From an optimization exercise on the open Yosys and OpenROAD flow, aimed at small area, a short achievable clock period and few clock cycles per item; shortcuts taken in it are not production practice. In this exercise RTL edits were held to simulation tests only and were not proved equivalent to the original.

== north ==
// tbacc
module tbacc (
    input  wire         clk,
    input  wire         rst,
    input  wire         cmd_valid,
    output wire         cmd_ready,
    input  wire [7:0]   cmd_op,
    input  wire [63:0]  cmd_a,
    input  wire [63:0]  cmd_b,
    output wire         rsp_valid,
    output wire [7:0]   rsp_status,
    output wire [63:0]  rsp_data,
    output wire         mem_req,
    output wire         mem_wide,
    output wire [31:0]  mem_addr,
    input  wire         mem_ack,
    input  wire [63:0]  mem_rdata,
    input  wire         mem_err,
    output wire [63:0]  value_o,
    output wire [15:0]  status_o
);
==> flow/config.mk <==
export PLATFORM = sky130hd
export DESIGN_NAME = tbacc
export DESIGN_NICKNAME = tbacc
export VERILOG_FILES = /design/flow/design.v
export SDC_FILE = /design/flow/constraint.sdc
export NUM_CORES = 4
export LEC_CHECK = 0
export CAP_MARGIN = 20
export CORE_MARGIN = 2
export CORE_UTILIZATION = 40
export PLACE_DENSITY = 0.6
export SLEW_MARGIN = 20
export TNS_END_PERCENT = 0
==> flow/constraint.sdc <==
create_clock -name core_clock -period 12.5 [get_ports {clk}]
set_input_delay 2.5000 -clock core_clock [delete_from_list [all_inputs] [get_ports {clk}]]
set_output_delay 2.5000 -clock core_clock [all_outputs]
set_load 0.01 [all_outputs]
standard.sh (not shown) runs the stock make flow with config.mk's settings and CLKGATE_MAP_FILE= SYNTH_SCRIPT=/design/flow/synth_recipe.tcl, a recipe that flattens the netlist after the stock synthesis.
==> flow/flow/run.sh <==
#!/bin/bash
set -euo pipefail
bash standard.sh SETUP_SLACK_MARGIN=9.5 "BUFFER_PORTS_ARGS=-buffer_cell sky130_fd_sc_hd__buf_4" finish > standard.log 2>&1
Testbench counts of north, summed over its fixed seeds: cycles 16,276, hashes 384.
Input-level comparison between south and north:
==> flow/flow/run.sh <==
#!/bin/bash
set -euo pipefail
bash standard.sh SETUP_SLACK_MARGIN=9 "BUFFER_PORTS_ARGS=-buffer_cell sky130_fd_sc_hd__buf_2" finish > standard.log 2>&1
- Every run (north and south) finished clean.
- south reports its launching instance or port of the critical path as u_core.D[0] while north reports u_core.B[39].
- | via count of the first global-routing pass | south vs north | about 1.5% lower |
- Cmp south vs north: highest clock frequency the design can meet lower in south
- Changes observed in south relative to north: global placement routability congestion went up by about 3.6%; worst hold slack lower; post-layout worst setup margin lower.
- Relative to north, the via count measured on south has decreased slightly.
- Diff south..north | global routing met3 resource utilization | negligible
- Sequential share of layout area is lower on north
- Relative to north, core utilization has decreased by 1.0 points in south.
Input changes introduced in east (baseline for comparison: south):
- PLACE_DENSITY: 0.6 -> 0.65
- CORE_UTILIZATION: 40 -> 45
==> flow/flow/run.sh <==
#!/bin/bash
set -euo pipefail
bash standard.sh SETUP_SLACK_MARGIN=9 "BUFFER_PORTS_ARGS=-buffer_cell sky130_fd_sc_hd__buf_1" finish > standard.log 2>&1
[east] core utilization rose 5.0 points relative to south
Any difference in sequential cell area between east and south is small enough to ignore.
east improves on south in final cell area excluding filler cells.
Post-detailed-routing wire length: east better than south
In the floorplan summary, east is listed with a die area less than that of south.
Changes observed in east relative to south: first-pass GRT wire length held; final period demand of the worst path now larger; average routed wire per standard cell +2.3%.

---

old:
tbacc again, from the RTL that the note above started with.
==> flow/config.mk <==
export PLATFORM = sky130hd
export DESIGN_NAME = tbacc
export DESIGN_NICKNAME = tbacc
export VERILOG_FILES = /design/flow/design.v
export SDC_FILE = /design/flow/constraint.sdc
export NUM_CORES = 4
export LEC_CHECK = 0
export CAP_MARGIN = 20
export CORE_MARGIN = 2
export CORE_UTILIZATION = 45
export PLACE_DENSITY = 0.65
export SLEW_MARGIN = 20
export TNS_END_PERCENT = 0
==> flow/constraint.sdc <==
create_clock -name core_clock -period 12.5 [get_ports {clk}]
set_input_delay 2.5000 -clock core_clock [delete_from_list [all_inputs] [get_ports {clk}]]
set_output_delay 2.5000 -clock core_clock [all_outputs]
set_load 0.01 [all_outputs]
==> flow/flow/run.sh <==
#!/bin/bash
set -euo pipefail
bash standard.sh SETUP_SLACK_MARGIN=9 "BUFFER_PORTS_ARGS=-buffer_cell sky130_fd_sc_hd__buf_2" finish > standard.log 2>&1
Testbench counts of old, summed over its fixed seeds: cycles 16,276, hashes 384.
Setup changes, old to new
- CORE_UTILIZATION now 40, was 45
- SYNTH_HIERARCHICAL now 1, previously not set
- PLACE_DENSITY now 0.6, was 0.65
==> flow/flow/run.sh <==
#!/bin/bash
set -euo pipefail
bash standard.sh SETUP_SLACK_MARGIN=9 "BUFFER_PORTS_ARGS=-buffer_cell sky130_fd_sc_hd__buf_4" finish > standard.log 2>&1
==> comparison <==
- Number of non-clock inverters in the layout, new and old: higher on old
- Tap cell instance count grows by more than 10% when moving from old to new.
- In new, routed wire length is higher than in old.
- Setup slack: new > old
- Actual transition at the worst max-transition pin, new and old: smaller value in new
- Maximum frequency improves in new relative to old.
- All of new and old finish clean.
- Average size of a mapped cell (new vs. old) increases slightly

==> afterwards: timing with drivers on the ports <==
How much do the figures lean on ideal ports? The routed layouts below were timed once more, with nothing changed but the port constraints.
Step 1 (the two cells are an assumption about what drives the block):
set clk [get_ports {clk}]
set_driving_cell -lib_cell sky130_fd_sc_hd__clkbuf_16 $clk
set_driving_cell -lib_cell sky130_fd_sc_hd__buf_2 [delete_from_list [all_inputs] $clk]
Step 2, shift: input delay + t, output delay - t, t = (earliest + latest rising clock arrival at the registers) / 2. This alone moves slack from input paths to output paths.
Slacks: ideal ports / drivers / drivers and shift; pairs: ideal ports / drivers.
| run | t (ns) | slack for setup (ns) | hold WS [ns] | latest minus earliest clock arrival (ns) | worst register clock-pin slew, ns |
|---|---|---|---|---|---|
| north | 0.761 | 8.184 / 8.184 / 7.911 | 0.499 / 0.499 / 0.499 | 0.042 / 0.042 | 0.07 / 0.07 |
| south | 0.746 | 8.099 / 8.099 / 7.886 | 0.484 / 0.484 / 0.484 | 0.048 / 0.048 | 0.07 / 0.07 |
| east | 0.756 | 8.036 / 8.036 / 7.880 | 0.491 / 0.491 / 0.491 | 0.038 / 0.037 | 0.07 / 0.07 |
| old | 0.746 | 8.011 / 8.011 / 7.911 | 0.492 / 0.492 / 0.492 | 0.049 / 0.050 | 0.07 / 0.07 |
| new | 0.752 | 8.143 / 8.143 / 7.845 | 0.518 / 0.518 / 0.518 | 0.034 / 0.033 | 0.06 / 0.06 |
After both steps setup and hold are still met in every run listed. For new, which loses most, drivers alone change the setup slack by 0.000 ns; drivers and shift together by -0.298 ns.
